What follows belongs to an exercise in optimizing a design on an open flow for small area, a short achievable clock period and few clock cycles; a production flow would make more cautious choices.
Where RTL was checked, it was by simulation tests only, not by an equivalence proof against the original.
No functional check of the RTL was part of runs 1 and 2.
Power is estimated from default activity; no workload was simulated.

==> design/flow/design.v <==
module scc_expgain (
    input  wire        clk,
    input  wire        rst,
    input  wire        cmd_valid,
    output wire        cmd_ready,
    input  wire [63:0] cmd_word,
    input  wire        ctx_inited,
    input  wire        ctx_mode_valid,
    input  wire [15:0] ctx_vts,
    output wire        bw_valid,
    output wire [15:0] bw_addr,
    output wire [7:0]  bw_data,
    input  wire        bw_ack,
    input  wire        bw_fail,
    output wire        rsp_valid,
    output wire [63:0] rsp_word,
    input  wire        rsp_ready,
    output wire [15:0] st_exp,
    output wire [8:0]  st_gain
);
    reg        idle_q;
    reg        bwv_q;
    reg        rspv_q;
    reg [2:0]  step_q;     
    reg        eg_q;       
    reg        sb75_q, sb6_q, sb4_q, sb0_q;
    reg [15:0] s_q;        
    reg [15:0] v_q;        
    reg [8:0]  g_q;        
    reg        sl_q;       
    reg [7:0]  d_q;        
    reg [15:0] exp_q;
    reg [8:0]  gain_q;
    reg [7:0] code;
    always @(*) begin
        casez (g_q[7:0])
            8'b0000????, 8'b00010000: code = 8'd1;
            8'b00010001: code = 8'd8;
            8'b00010010: code = 8'd10;
            8'b00010011, 8'b00010100: code = 8'd12;
            8'b00010101: code = 8'd14;
            8'b00010110: code = 8'd24;
            8'b00010111: code = 8'd27;
            8'b00011000: code = 8'd33;
            8'b00011001: code = 8'd38;
            8'b00011010: code = 8'd42;
            8'b00011011: code = 8'd46;
            8'b0001110?: code = 8'd49;
            8'b00011110: code = 8'd52;
            8'b00011111: code = 8'd54;
            8'b00100000: code = 8'd56;
            8'b00100001: code = 8'd61;
            8'b0010001?: code = 8'd66;
            8'b00100100: code = 8'd70;
            8'b00100101, 8'b00100110: code = 8'd74;
            8'b00100111, 8'b00101000: code = 8'd76;
            8'b00101001: code = 8'd80;
            8'b0010101?: code = 8'd83;
            8'b00101100: code = 8'd86;
            8'b00101101, 8'b00101110: code = 8'd89;
            8'b00101111, 8'b00110000: code = 8'd94;
            8'b00110001: code = 8'd97;
            8'b0011001?: code = 8'd100;
            8'b0011010?, 8'b00110110: code = 8'd106;
            8'b00110111, 8'b0011100?: code = 8'd109;
            8'b0011101?, 8'b0011110?: code = 8'd115;
            8'b0011111?, 8'b01000000: code = 8'd118;
            8'b01000001, 8'b0100001?: code = 8'd124;
            8'b0100010?, 8'b01000110: code = 8'd130;
            8'b01000111, 8'b0100100?: code = 8'd136;
            8'b0100101?, 8'b01001100: code = 8'd142;
            8'b01001101, 8'b0100111?, 8'b01010000: code = 8'd147;
            8'b01010001, 8'b0101001?: code = 8'd149;
            8'b010101??: code = 8'd154;
            8'b010110??, 8'b01011100: code = 8'd160;
            8'b01011101, 8'b0101111?, 8'b0110000?: code = 8'd162;
            8'b0110001?, 8'b0110010?, 8'b01100110: code = 8'd168;
            8'b01100111, 8'b0110100?, 8'b01101010: code = 8'd172;
            8'b01101011, 8'b011011??: code = 8'd178;
            8'b011100??, 8'b0111010?: code = 8'd180;
            8'b0111011?, 8'b0111100?: code = 8'd184;
            8'b0111101?, 8'b0111110?, 8'b01111110: code = 8'd188;
            8'b01111111, 8'b100000??: code = 8'd193;
            8'b100001??, 8'b10001000: code = 8'd195;
            8'b10001001, 8'b1000101?, 8'b10001100: code = 8'd199;
            8'b10001101, 8'b1000111?, 8'b100100??, 8'b1001010?, 8'b10010110: code = 8'd228;
            8'b10010111, 8'b10011???, 8'b10100000: code = 8'd229;
            8'b10100001, 8'b1010001?, 8'b101001??, 8'b10101???, 8'b1011????, 8'b11??????: code = 8'd234;
            default: code = 8'd1;
        endcase
    end
    wire [7:0]  op = cmd_word[63:56];
    wire [27:0] ca = cmd_word[55:28];
    wire [27:0] cb = cmd_word[27:0];
    wire is_exp  = (op == 8'h05);
    wire is_gain = (op == 8'h06);
    wire is_eg   = (op == 8'h07);
    wire a_zero  = ~|ca;
    wire b_zero  = ~|cb;
    wire legal    = (is_exp & b_zero) | (is_gain & a_zero) | is_eg;
    wire e_ill    = ~legal;
    wire e_init   = legal & ~ctx_inited;
    wire e_mode   = legal & ctx_inited & ~is_gain & ~ctx_mode_valid;
    wire err      = e_ill | e_init | e_mode;
    wire [15:0] s_in = (|ca[27:20]) ? 16'hFFFF : ca[19:4];
    wire b_over511 = |cb[27:9];
    wire b_under16 = ~|cb[27:4];
    wire b_over159 = b_over511 | cb[8] | (cb[7] & (cb[6] | cb[5]));
    wire [8:0] g_in = b_under16 ? 9'd16 :
                      is_eg ? (b_over159 ? 9'd159 : cb[8:0]) :
                              (b_over511 ? 9'd511 : cb[8:0]);
    wire g_has_code = ~g_q[8] & ~(g_q[7] & (g_q[6] | (g_q[5] & (g_q[4] | (g_q[3] & (g_q[2] | g_q[1]))))));
    wire [16:0] s_p4 = {1'b0, s_q} + 17'd4;
    wire [15:0] fl   = sl_q ? s_p4[15:0] : v_q;
    wire ack_ok  = bwv_q & bw_ack & ~bw_fail;
    wire ack_bad = bwv_q & bw_ack & bw_fail;
    wire last_w  = (step_q == 3'd4) | ((step_q == 3'd3) & ~eg_q);
    wire gsel    = ~idle_q & ~bwv_q & ~rspv_q;
    always @(posedge clk) begin
        if (rst) begin
            idle_q <= 1'b1;
            bwv_q  <= 1'b0;
            rspv_q <= 1'b0;
            exp_q  <= 16'd0;
            gain_q <= 9'd0;
        end else begin
            if (idle_q) begin
                if (cmd_valid) begin
                    idle_q <= 1'b0;
                    if (err)
                        rspv_q <= 1'b1;
                    else if (~is_gain)
                        bwv_q <= 1'b1;
                end
            end
            if (gsel) begin
                if (g_has_code) begin
                    bwv_q <= 1'b1;
                end else begin
                    gain_q <= g_q;
                    rspv_q <= 1'b1;
                end
            end
            if (ack_bad) begin
                bwv_q  <= 1'b0;
                rspv_q <= 1'b1;
            end
            if (ack_ok) begin
                if (step_q == 3'd3)
                    exp_q <= s_q;
                if (step_q == 3'd4)
                    gain_q <= g_q;
                if (last_w) begin
                    bwv_q  <= 1'b0;
                    rspv_q <= 1'b1;
                end
            end
            if (rspv_q & rsp_ready) begin
                rspv_q <= 1'b0;
                idle_q <= 1'b1;
            end
        end
    end
    always @(posedge clk) begin
        sl_q <= (s_p4 > {1'b0, v_q});
        if (idle_q) begin
            s_q    <= s_in;
            v_q    <= ctx_vts;
            g_q    <= g_in;
            eg_q   <= is_eg;
            step_q <= {is_gain & a_zero & ctx_inited, 2'b00};
            d_q    <= s_in[7:0];
            sb75_q <= e_ill | e_init;
            sb6_q  <= err;
            sb4_q  <= e_ill | e_mode;
            sb0_q  <= e_mode;
        end
        if (gsel) begin
            d_q <= code;
            if (~g_has_code)
                step_q <= 3'd0;
        end
        if (ack_bad) begin
            sb6_q     <= 1'b1;
            sb4_q     <= 1'b1;
            step_q[2] <= step_q[2] & eg_q;
        end
        if (ack_ok) begin
            step_q <= last_w ? 3'd0 : step_q + 3'd1;
            case (step_q)
                3'd0:    d_q <= s_q[15:8];
                3'd1:    d_q <= fl[7:0];
                3'd2:    d_q <= fl[15:8];
                default: d_q <= code;
            endcase
        end
    end
    assign cmd_ready = idle_q;
    assign bw_valid  = bwv_q;
    assign bw_addr   = {13'h0200, step_q};
    assign bw_data   = d_q;
    assign rsp_valid = rspv_q;
    assign rsp_word  = {sb75_q, sb6_q, sb75_q, sb4_q, 3'b000, sb0_q,
                        8'd0, 13'd0, step_q, 32'd0};
    assign st_exp    = exp_q;
    assign st_gain   = gain_q;
endmodule
==> design/flow/run.sh <==
#!/bin/bash
# synth_recipe.tcl (not shown) runs the flow's synth.tcl, then flattens the netlist and writes it again
# the make line also repeats each setting of config.mk as NAME=value (left out here)
make -C /OpenROAD-flow-scripts/flow DESIGN_CONFIG=/design/flow/config.mk WORK_HOME=/design/flow/orfs CLKGATE_MAP_FILE= SYNTH_SCRIPT=/design/flow/synth_recipe.tcl finish
==> design/flow/config.mk <==
export PLATFORM = sky130hd
export DESIGN_NAME = scc_expgain
export DESIGN_NICKNAME = scc_expgain
export VERILOG_FILES = /design/flow/design.v
export SDC_FILE = /design/flow/constraint.sdc
export NUM_CORES = 4
export LEC_CHECK = 0
export CAP_MARGIN = 20
export CORE_MARGIN = 2
export CORE_UTILIZATION = 55
export SETUP_SLACK_MARGIN = 3.5
export SLEW_MARGIN = 20
==> design/flow/constraint.sdc <==
create_clock -name core_clock -period 8.0 [get_ports {clk}]
set_input_delay 1.6000 -clock core_clock [delete_from_list [all_inputs] [get_ports {clk}]]
set_output_delay 1.6000 -clock core_clock [all_outputs]
set_load 0.01 [all_outputs]
==> flow_summary.ini, run 1 <==
[run_status]
outcome = timing/DRC/antenna clean

[place]
gp_congestion = 0.9965
hpwlAfterDp_mm = 13.92
io_buffers = 134

[yosys]
async_flop_share = 0
ys_ff_latch = 86
syn_area_um2 = 6266
synth_top_cell_area_share = 0.2492
yosysMostFrequentCell = buf_4
synthCells = 728
ys_seq_area_frac = 0.3578
synth.avg_cell_area_um2 = 8.607
ys_warn_count = 1
synth_edf_count = 52
synthTopCellsByCount = buf_4, nand2_1, edfxtp_1
synth_ff_type = edfxtp_1
synth_largest_area_cell = edfxtp_1
synth_cell_types = 76
synth.area.top_cells = edfxtp_1, dfxtp_1, buf_4

[cts]
htreeDepth = 3
root_buffer = clkbuf_16
cts_num_sinks = 86
postCtsHoldBufs = 0
cts_resized = 0
cts-buffers-inserted = 9
clkSlewWorstSetupHoldPaths_ns = 0.07
insertion_delay_ns = 0.35
cts_tree = yes
cts_setup_buffers = 0
cts_buffer_depth = 2

[global_route]
overflow = 0
grt_use_total = 0.2933
grt_pass1_wl_mm = 29.21
antenna_found_initial = 0
grt_max_degree = 58
grt_pass1_vias = 5716

[setup_path]
startpoint_type = primary input
cp-end-kind = flop
r2r_slack_ns = 4.93
cp.required_ns = 8.23
rr_startpoint = g_q[1]
ff2ff_path_depth = 7
crit_fanout = 19
cp.arrival_ns = 3.95
reg2reg_to = d_q[0]
crit_type = in -> reg

[routing]
ant_nets = 0
drcViolationCount = 0
wl_per_cell_um = 19.03
vias_per_cell = 6.050
num_vias = 5887
wirelength_mm = 18.52
dr.first_iter.drc_count = 652
first_pass_iters = 5

[sta]
setup_viol = 0
layout_min_cycle_time_ns = 3.718
min_period_over_period = 0.4648
hold_ws_ns = 0.4552
rsz0062_at_grt = no
final_max_slew_viol_count = 0
tightest_slew_ns = 1.053
clock.fmax_mhz = 268.9
fin_skew_ns = 0.005061
final_hold_viol_count = 0
slew_headroom = 0.2957
setup_tns_ns = 0

[final_layout]
fin_nets = 938
drive_above_1_share = 0.07083
multi_input_area_um2 = 3386
fill_cells = 847
area_growth_pct = 21.07
register_area_um2 = 2243
fin_util = 0.6907
diodes = 0

[job]
cap_violations = 0

[die]
ios = 204
die_h_um = 110.7
num_rows = 38
core_um2 = 10980
start_util = 0.5705
dieArea_um2 = 12260
die_width_um = 110.7

[hold_path]
hold_path_class = reg -> reg
min_from = exp_q[14]
holdPathStages = 2
holdPathEnd = exp_q[14]

[power_and_ir_drop]
vdd_drop_max_uv = 158.7
p_per_area_nw_per_um2 = 135.4
p_total_mw = 1.027
p_leak_nw = 2.904
## cells by family (layout without fill, tap and decap cells)
kind of cell | count (synthesis) | in the layout | share of synthesized area
compound gates | 176 | 176 | 0.1875
flops | 86 | 86 | 0.3578
buf+inv | 151 | 189 | 0.1430
mux | 13 | 13 | 0.02117
fa+ha+maj | 22 | 22 | 0.04393
other cells | 2 | 69 | 0.001199
xor+xnor | 15 | 15 | 0.02097
simple gates | 263 | 263 | 0.2244
## power by group
| group | internal (mW) | switching (mW) |
|---|---|---|
| clock network | 0.212 | 0.181 |
| logic | 0.0685 | 0.0687 |
| registers | 0.487 | 0.00993 |
| total | 0.768 | 0.259 |
## cell usage in the layout, fill, tap and decap left out, drive strengths merged, types with 15 or more instances in the layout
cell           instances
clkdlybuf4s50        133
nand2                 69
conb                  69
edfxtp                52
a21oi                 48
nor2                  43
dfxtp                 34
inv                   34
o21ai                 33
nand3                 22
ha                    22
or2                   20
nor3                  20
nor4                  17
o21a                  15
## flip-flops by register name, indices dropped and copies added (netlist names)
| name | cells |
|---|---|
| sb6_q | 1 |
| sb75_q | 1 |
| exp_q | 16 |
| g_q | 9 |
| s_q | 16 |
| sl_q | 1 |
| step_q | 3 |
| idle_q | 1 |
| d_q | 8 |
| eg_q | 1 |
| gain_q | 9 |
| sb0_q | 1 |
| bwv_q | 1 |
| sb4_q | 1 |
| v_q | 16 |
| rspv_q | 1 |
## routing by layer
metal  track usage  vias to the layer above  routed length (um)
met4        0.1117                        0                 633
met2        0.5080                      352                9308
li1              -                     2718                   -
met3       0.07545                       56                1704
met5             0                        -                   0
met1        0.3494                     2761                6869
## area by class of cell
class,count,share of cell area
Sequential cell,86,0.2957
Clock buffer,10,0.03018
Inverter,32,0.01583
Tap cell,140,0.02309
Clock inverter,6,0.005773
Timing Repair Buffer,141,0.1831
Multi-Input combinational cell,558,0.4463
## critical path, cell delays in order
cell and delay [ns]:
clkdlybuf4s50_1 0.42, nor4_1 0.33, nand2_1 0.36, or2_2 0.42
nor3_1 0.34, a31o_2 0.21, and4_1 0.20, o21ai_0 0.07
## how the worst max path moves through the flow
stage                      start  endpoint  slack (ns)
floorplan           cmd_word[20]    g_q[4]        4.78
global route        cmd_word[49]    rspv_q        4.17
global placement    cmd_word[49]    rspv_q        4.16
finish              cmd_word[49]     sb6_q        4.28
CTS                 cmd_word[49]    rspv_q        4.28
detailed placement  cmd_word[49]     sb6_q        4.01
## stage by stage
stage	instance area [um2]	cells	setup WS, ns
2_1_floorplan	6518	795	4.775
3_3_place_gp	7312	957	4.164
3_5_place_dp	7318	957	4.006
4_1_cts	7591	973	4.283
5_1_grt	7586	973	4.166
6_report	7586	973	4.282
==> inputs of run 2 (changes only) <==
--- a/design/flow/config.mk
+++ b/design/flow/config.mk
@@ -8,5 +8,5 @@
 export CAP_MARGIN = 20
 export CORE_MARGIN = 2
 export CORE_UTILIZATION = 55
-export SETUP_SLACK_MARGIN = 3.5
+export SETUP_SLACK_MARGIN = 5
 export SLEW_MARGIN = 20
==> run 2 against run 1 <==
Sequential power about the same. Highest routed layer unchanged. Worst hold slack improved by 0.0051 ns. Clock-buffer cell count unchanged. Fmax increased by 23%. Largest cell class unchanged. Final cell count increased by 2.3%.
==> flow_summary.ini, run 2 <==
[run_status]
outcome = timing/DRC/antenna clean

[final_layout]
diodes = 0
final_cell_mix = clkdlybuf4s50_1, conb_1, nand2_1
layout_commonest_cell = clkdlybuf4s50_1
fin_util = 0.7333
reg_top3 = exp_q x16, s_q x16, v_q x16
fin_nets = 960
stdcell_count = 995
area_growth_pct = 28.53
drive_above_1_share = 0.1684

[sta]
setup_viol = 0
clock.fmax_mhz = 330.1
final_max_slew_viol_count = 0
final_hold_viol_count = 0
rsz0062_at_grt = yes
min_period_over_period = 0.3786
tightest_slew_ns = 1.050
layout_min_cycle_time_ns = 3.029
slew_headroom = 0.3002
fin_skew_ns = 0.01096
setup_tns_ns = 0

[yosys]
synth.area.top_cells = edfxtp_1, dfxtp_1, buf_4
synth_ff_type = edfxtp_1
synth.avg_cell_area_um2 = 8.607
ys_warn_count = 1
synthCells = 728
synth_edf_count = 52
ys_ff_latch = 86
async_flop_share = 0
synthTopCellsByCount = buf_4, nand2_1, edfxtp_1
ys_seq_area_frac = 0.3578
syn_area_um2 = 6266
synth_top_cell_area_share = 0.2492
yosysMostFrequentCell = buf_4
synth_cell_types = 76
synth_largest_area_cell = edfxtp_1

[cts]
cts_tree = yes
cts-buffers-inserted = 9
cts_buffer_depth = 2
postCtsHoldBufs = 0
insertion_delay_ns = 0.35
root_buffer = clkbuf_16
clkSlewWorstSetupHoldPaths_ns = 0.07
htreeDepth = 3
cts_num_sinks = 86

[place]
io_buffers = 134
hpwlAfterDp_mm = 14.20
gp_congestion = 0.9773
dpl.cell_count = 956

[global_route]
grt_pass1_vias = 5946
grt_max_degree = 38
overflow = 0
antenna_found_initial = 0
grt_use_total = 0.3241
grt_pass1_wl_mm = 31.96

[routing]
wirelength_mm = 21.31
wl_per_cell_um = 21.42
vias_per_cell = 6.315
drcViolationCount = 0
first_pass_iters = 6
dr.first_iter.drc_count = 733
num_vias = 6283
ant_nets = 0

[setup_path]
slowest_stage = or4_4
critPathMaxStageDelay_ns = 0.54
cp-startpoint = cmd_word[13]
worstSetupPathDepth = 7
crit_fanout = 4
r2r_slack_ns = 5.10
cp.required_ns = 8.23
crit_path_cell_trace = clkdlybuf4s15_1 > or4_4 > nor4_4 > a31o_2 > a31o_4 > and4_1 > o21ai_2
path_buf_inv = 1
cp-end-kind = flop
rr_startpoint = g_q[4]
crit_type = in -> reg
critPathTopFamily = simple AND/OR/NAND/NOR gates
startpoint_type = primary input
cp.arrival_ns = 3.26
ff2ff_path_depth = 8
reg2reg_to = d_q[0]

[die]
die_width_um = 110.7
core_um2 = 10980
ios = 204
dieArea_um2 = 12260
start_util = 0.5705
num_rows = 38
die_h_um = 110.7

[hold_path]
min_from = exp_q[6]
holdPathEnd = exp_q[6]
holdPathStages = 2
hold_path_class = reg -> reg

[power_and_ir_drop]
p_leak_nw = 3.199
p_per_area_nw_per_um2 = 134.1
vdd_drop_max_uv = 107.9

[job]
cap_violations = 0
[run 2: changes by cell type in the layout (fill, tap and decap cells not counted), sizes merged, moves of 2 or more]
cell           previous run  this run
clkbuf                   10        19
buf                       8        43
dlygate4sd2               0        15
clkdlybuf4s50           133        79
clkdlybuf4s15             0        14
bufbuf                    0         2
[run 2: area by class of cell]
class	count	area, um2
sequential	86	2253
fill	765	2929
clock buffer	10	229.0
tap	140	175.2
inverter	32	120.1
multi-input combinational	558	3641
timing repair buffer	163	1565
clock inverter	6	70.07
[run 2: power breakdown]
group          internal (mW)  total, mW  switching, mW  leakage (nW)
sequential             0.487      0.498         0.0115         0.717
clock                  0.245      0.432          0.187         0.144
combinational         0.0711      0.150         0.0792          2.34
[run 2: timing repair]
item | 4_1_cts | 5_1_grt
gates resized for setup | 164 | 32
cloned | 2 | 0
pin swaps | 31 | 29
setup endpoints to repair | 62 | 26
buffers inserted | 12 | 9
[run 2: how the worst max path moves through the flow]
stage,endpoint
CTS,sb6_q
detailed placement,exp_q[2]
floorplan,sb6_q
global placement,sb75_q
finish,sb6_q
global route,sb6_q
[run 2: per-layer routing]
| metal | global-route usage | share of wire | vias to the layer above |
|---|---|---|---|
| met5 | 0 | 0 | - |
| met4 | 0.1317 | 0.036 | 0 |
| met3 | 0.04866 | 0.082 | 71 |
| met2 | 0.5820 | 0.52 | 421 |
| met1 | 0.3874 | 0.37 | 3021 |
| li1 | - | - | 2770 |
[run 2: cell families (layout without fill, tap and decap cells)]
group	Yosys count	after routing	synth area share
buf+inv	151	211	0.1430
simple gates	263	263	0.2244
compound gates	176	176	0.1875
other cells	2	69	0.001199
xor+xnor	15	15	0.02097
fa+ha+maj	22	22	0.04393
mux	13	13	0.02117
flops	86	86	0.3578
[run 2: tightest hold or removal path: cells and delay by family (launching register included)]
kind | cells | cell delay [ns]
compound gates | 1 | 0.05
simple gates | 1 | 0.05
flops | 1 | 0.31
[run 2: stage by stage]
step / setup WS [ns] / hold WS [ns] / cell area [um2] / power [mW]
after floorplan: 4.892 / 0.4735 / 6600 / 0.5902
after global placement: 4.204 / 0.4400 / 7386 / 0.6403
after detailed placement: 4.086 / 0.4482 / 7386 / 0.6441
after CTS: 4.947 / 0.4635 / 7938 / 1.069
after global routing: 4.923 / 0.4869 / 8054 / 1.106
final: 4.971 / 0.4603 / 8054 / 1.080
==> inputs of run 3 (changes only) <==
--- a/design/flow/design.v
+++ b/design/flow/design.v
@@ -24,6 +24,9 @@
     reg [2:0]  step_q;     
     reg        eg_q;       
     reg        sb75_q, sb6_q, sb4_q, sb0_q;
+    reg        lg_q;       
+    reg        ini_q;      
+    reg        nm_q;       
     reg [15:0] s_q;        
     reg [15:0] v_q;        
     reg [8:0]  g_q;        
@@ -97,11 +100,8 @@
     wire is_eg   = (op == 8'h07);
     wire a_zero  = ~|ca;
     wire b_zero  = ~|cb;
-    wire legal    = (is_exp & b_zero) | (is_gain & a_zero) | is_eg;
-    wire e_ill    = ~legal;
-    wire e_init   = legal & ~ctx_inited;
-    wire e_mode   = legal & ctx_inited & ~is_gain & ~ctx_mode_valid;
-    wire err      = e_ill | e_init | e_mode;
+    wire legal = (is_exp & b_zero) | (is_gain & a_zero) | is_eg;
+    wire wr_ok = ctx_inited & ctx_mode_valid & ((is_exp & b_zero) | is_eg);
     wire [15:0] s_in = (|ca[27:20]) ? 16'hFFFF : ca[19:4];
     wire b_over511 = |cb[27:9];
     wire b_under16 = ~|cb[27:4];
@@ -110,12 +110,18 @@
                       is_eg ? (b_over159 ? 9'd159 : cb[8:0]) :
                               (b_over511 ? 9'd511 : cb[8:0]);
     wire g_has_code = ~g_q[8] & ~(g_q[7] & (g_q[6] | (g_q[5] & (g_q[4] | (g_q[3] & (g_q[2] | g_q[1]))))));
-    wire [16:0] s_p4 = {1'b0, s_q} + 17'd4;
-    wire [15:0] fl   = sl_q ? s_p4[15:0] : v_q;
+    wire [5:0]  sm  = s_q[7:2];
+    wire [5:0]  smc = {&sm[4:0], &sm[3:0], &sm[2:0], &sm[1:0], sm[0], 1'b1};
+    wire        c_lo = &sm;
+    wire [7:0]  sh  = s_q[15:8];
+    wire [7:0]  shc = {&sh[6:0], &sh[5:0], &sh[4:0], &sh[3:0], &sh[2:0], &sh[1:0], sh[0], 1'b1};
+    wire [16:0] s_p4 = {c_lo & (&sh), sh ^ (shc & {8{c_lo}}), sm ^ smc, s_q[1:0]};
+    wire [15:0] fl = sl_q ? s_p4[15:0] : v_q;
+    wire x_err = ~lg_q | ~ini_q | nm_q;
     wire ack_ok  = bwv_q & bw_ack & ~bw_fail;
     wire ack_bad = bwv_q & bw_ack & bw_fail;
     wire last_w  = (step_q == 3'd4) | ((step_q == 3'd3) & ~eg_q);
-    wire gsel    = ~idle_q & ~bwv_q & ~rspv_q;
+    wire gsel    = ~idle_q & ~bwv_q & ~rspv_q;    
     always @(posedge clk) begin
         if (rst) begin
             idle_q <= 1'b1;
@@ -127,14 +133,14 @@
             if (idle_q) begin
                 if (cmd_valid) begin
                     idle_q <= 1'b0;
-                    if (err)
-                        rspv_q <= 1'b1;
-                    else if (~is_gain)
+                    if (wr_ok)
                         bwv_q <= 1'b1;
                 end
             end
             if (gsel) begin
-                if (g_has_code) begin
+                if (x_err) begin
+                    rspv_q <= 1'b1;
+                end else if (g_has_code) begin
                     bwv_q <= 1'b1;
                 end else begin
                     gain_q <= g_q;
@@ -168,17 +174,26 @@
             v_q    <= ctx_vts;
             g_q    <= g_in;
             eg_q   <= is_eg;
-            step_q <= {is_gain & a_zero & ctx_inited, 2'b00};
+            lg_q   <= legal;
+            ini_q  <= ctx_inited;
+            nm_q   <= ~is_gain & ~ctx_mode_valid;
+            step_q <= 3'd0;
             d_q    <= s_in[7:0];
-            sb75_q <= e_ill | e_init;
-            sb6_q  <= err;
-            sb4_q  <= e_ill | e_mode;
-            sb0_q  <= e_mode;
+            sb75_q <= 1'b0;
+            sb6_q  <= 1'b0;
+            sb4_q  <= 1'b0;
+            sb0_q  <= 1'b0;
         end
         if (gsel) begin
             d_q <= code;
-            if (~g_has_code)
-                step_q <= 3'd0;
+            if (x_err) begin
+                sb75_q <= ~lg_q | ~ini_q;
+                sb6_q  <= 1'b1;
+                sb4_q  <= ~lg_q | (ini_q & nm_q);
+                sb0_q  <= lg_q & ini_q & nm_q;
+            end else if (g_has_code) begin
+                step_q <= 3'd4;
+            end
         end
         if (ack_bad) begin
             sb6_q     <= 1'b1;
==> design/flow/flow/run.sh (new file) <==
#!/bin/bash
# Layout flow: the standard flow (standard.sh, unchanged synthesis and
# steps) with two knobs that ORFS reads from the environment:
#  - the port buffers that buffer_ports inserts are sky130_fd_sc_hd__buf_2
#    (its default pick here is a slow clkdlybuf4s50_1 delay cell);
#  - repair_timing aims for a setup slack margin of 5 ns.
# The full output of the ORFS make run goes to standard.log; ORFS keeps its
# per-step logs under orfs/logs/.
set -euo pipefail
export BUFFER_PORTS_ARGS="-buffer_cell sky130_fd_sc_hd__buf_2"
export SETUP_SLACK_MARGIN=5
bash standard.sh > standard.log 2>&1
==> design/flow/standard.sh (new file) <==
#!/bin/bash
# synth_recipe.tcl (not shown) runs the flow's synth.tcl, then flattens the netlist and writes it again
# the make line also repeats each setting of config.mk as NAME=value (left out here)
make -C /OpenROAD-flow-scripts/flow DESIGN_CONFIG=/design/flow/config.mk WORK_HOME=/design/flow/orfs CLKGATE_MAP_FILE= SYNTH_SCRIPT=/design/flow/synth_recipe.tcl "${@:-finish}"
--- a/design/flow/config.mk
+++ b/design/flow/config.mk
@@ -8,5 +8,4 @@
 export CAP_MARGIN = 20
 export CORE_MARGIN = 2
 export CORE_UTILIZATION = 55
-export SETUP_SLACK_MARGIN = 5
 export SLEW_MARGIN = 20
removed: design/flow/run.sh
==> run 3 against run 2 <==
Critical path depth did not move. Largest power group unchanged. Final cell count rose by 2.8%. Clock power fell by 6.9%. Flip-flop and latch count rose by 3. Global-route usage fell by 3.5 points. Routed wire length fell by 9.6%. Highest routed layer unchanged. Power fell by 5.7%. Via count fell by 1.4%. Largest cell class unchanged. Sequential power rose by 3%. Non-clock buffer count fell by 17.
==> flow_summary.ini, run 3 <==
[routing]
ant_nets = 0
first_pass_iters = 5
drcViolationCount = 0
vias_per_cell = 6.058
wl_per_cell_um = 18.83
num_vias = 6197
wirelength_mm = 19.26
dr.first_iter.drc_count = 692

[yosys]
synth_ff_type = edfxtp_1
synth_largest_area_cell = edfxtp_1
synthCells = 766
syn_area_um2 = 6635
synth_cell_types = 86
synthTopCellsByCount = buf_4, nand2_1, edfxtp_1
ys_warn_count = 1
synth_top_cell_area_share = 0.2399
ys_ff_latch = 89
synth.avg_cell_area_um2 = 8.662
synth.area.top_cells = edfxtp_1, dfxtp_1, buf_4
ys_seq_area_frac = 0.3485
synth_edf_count = 53
async_flop_share = 0

[die]
dieArea_um2 = 12960
die_width_um = 113.8
num_rows = 40
core_um2 = 11910
start_util = 0.5570
die_h_um = 113.8
ios = 204

[setup_path]
r2r_slack_ns = 5.13
crit_path_cell_trace = buf_2 > or4b_1 > nor3_2 > and2_4 > nand2_4 > nand2_1 > or3b_1
crit_fanout = 7
startpoint_type = primary input
crit_end = g_q[4]
crit_type = in -> reg
reg2reg_to = d_q[2]
critPathTopFamily = simple AND/OR/NAND/NOR gates
cp.required_ns = 8.10
slowest_stage = or4b_1
rr_startpoint = g_q[6]
path_buf_inv = 1
cp-end-kind = flop
ff2ff_path_depth = 6
cp.arrival_ns = 3.09
worstSetupPathDepth = 7
cp-startpoint = cmd_word[59]
critPathMaxStageDelay_ns = 0.52

[sta]
clock.fmax_mhz = 334.4
layout_min_cycle_time_ns = 2.990
min_period_over_period = 0.3738
final_max_slew_viol_count = 0
setup_viol = 0
finalWorstSetupSlack_ns = 5.010
final_hold_viol_count = 0
slew_headroom = 0.4266
hold_ws_ns = 0.4570
tightest_slew_ns = 0.8600
rsz0062_at_grt = yes
fin_skew_ns = 0.007061
setup_tns_ns = 0

[cts]
postCtsHoldBufs = 0
cts_num_sinks = 89
cts-buffers-inserted = 9
insertion_delay_ns = 0.35
cts_tree = yes
root_buffer = clkbuf_16
htreeDepth = 3
clkSlewWorstSetupHoldPaths_ns = 0.07
cts_buffer_depth = 2

[final_layout]
stdcell_count = 1023
multi_input_area_um2 = 3692
register_area_um2 = 2313
diodes = 0
layout_commonest_cell = buf_2
area_growth_pct = 11.01
final_cell_mix = buf_2, nand2_1, conb_1
fin_util = 0.6184
fin_nets = 984
reg_top3 = exp_q x16, s_q x16, v_q x16
fill_cells = 1046
drive_above_1_share = 0.2546

[global_route]
grt_use_total = 0.2892
grt_max_degree = 55
grt_pass1_vias = 5682
grt_pass1_wl_mm = 29.25
antenna_found_initial = 0
overflow = 0

[power_and_ir_drop]
vdd_drop_max_uv = 100.9
p_per_area_nw_per_um2 = 138.2
p_leak_nw = 3.190

[place]
pre_cts_ws_ns = 4.453
io_buffers = 134
dpl.cell_count = 1004
gp_congestion = 0.9755
hpwlAfterDp_mm = 14.52

[job]
cap_violations = 0

[hold_path]
hold_path_class = reg -> reg

[run_status]
outcome = timing/DRC/antenna clean
run 3: cell types whose count changed after synthesis, sizes merged, moves of 6 or more:
| cell | change |
|---|---|
| o21a | -6 |
| nand2 | +9 |
| a21o | +7 |
| a22oi | +9 |
| nor2b | +9 |
| xnor2 | -8 |
| mux2i | -8 |
run 3: timing repair:
action	CTS	global route
buffers inserted	0	3
pin swaps	1	5
cloned	0	0
gates resized for setup	7	4
setup endpoints to repair	35	15
run 3: worst min-delay path by stage:
| stage | to | start | cells after the start |
|---|---|---|---|
| after global placement | exp_q[15] | exp_q[15] | 2 |
| after detailed placement | exp_q[12] | exp_q[12] | 2 |
| after global routing | exp_q[15] | exp_q[15] | 2 |
| after CTS | exp_q[12] | exp_q[12] | 2 |
| after floorplan | sb6_q | sb6_q | 2 |
| final | exp_q[12] | exp_q[12] | 2 |
run 3: kinds of logic (layout without fill, tap and decap cells):
family	after synthesis	count (layout)	share of synthesized area
AND/OR/NAND/NOR	285	285	0.2340
AO/OA/AOI/OAI	194	194	0.2027
buffers and inverters	154	197	0.1416
flip-flops	89	89	0.3485
adder cells (fa/ha/maj)	25	25	0.04714
XOR/XNOR	9	9	0.01188
multiplexers	8	8	0.01301
other	2	69	0.001132
run 3: worst min-delay path, cell delays in order, from the launching register on:
cell and delay [ns]:
dfxtp_1 0.31, nand2_1 0.05, a21oi_1 0.05
run 3: final cells by class:
cell class                 count  area share
clock buffer                   9     0.03058
clock inverter                 7    0.007474
inverter                      35     0.01784
multi-input combinational    590      0.5013
sequential                    89      0.3141
tap                          147     0.02497
timing repair buffer         146      0.1038
run 3: through the flow:
| step | total power, mW | instance area (um2) |
|---|---|---|
| floorplan | 0.6039 | 6898 |
| global placement | 0.6194 | 7012 |
| detailed placement | 0.6222 | 7012 |
| CTS | 1.023 | 7325 |
| global route | 1.051 | 7366 |
| finish | 1.018 | 7366 |
run 3: per-layer routing:
layer	track usage	wire, um	share of wire
met1	0.3523	7541	0.39
met5	0	0	0
met4	0.09837	609	0.032
met3	0.06164	1467	0.076
met2	0.5086	9641	0.50
run 3: report_power, final:
group / internal (mW) / switching (mW)
registers: 0.502 / 0.00907
logic: 0.0373 / 0.0674
clock network: 0.214 / 0.189
Testbench counts of run 3, summed over its fixed seeds: cycles 18,641.

## re-timing with driven ports
Ports are ideal in the flow. The routed layouts listed here were re-timed in OpenROAD.
Step 1: set_driving_cell puts a clkbuf_16 on clk and a buf_2 on each other input, an assumption about the parent block.
Step 2, shift: input delay + t, output delay - t, t = (earliest + latest rising clock arrival at the registers) / 2. This alone moves slack from input paths to output paths.
Slacks: no drivers / after step 1 / after step 2; pairs: no drivers / after step 1.
run | t (ns) | setup slack, ns | worst setup path after step 2
run 1 | 0.377 | 4.282 / 4.291 / 3.914 | input to register
run 2 | 0.384 | 4.971 / 4.976 / 4.599 | input to register
run 3 | 0.391 | 5.010 / 5.027 / 4.636 | input to register
After both steps every run listed still meets setup and hold. The setup slack of run 3, which loses most, moves by +0.017 ns with the drivers and by -0.374 ns with both steps.
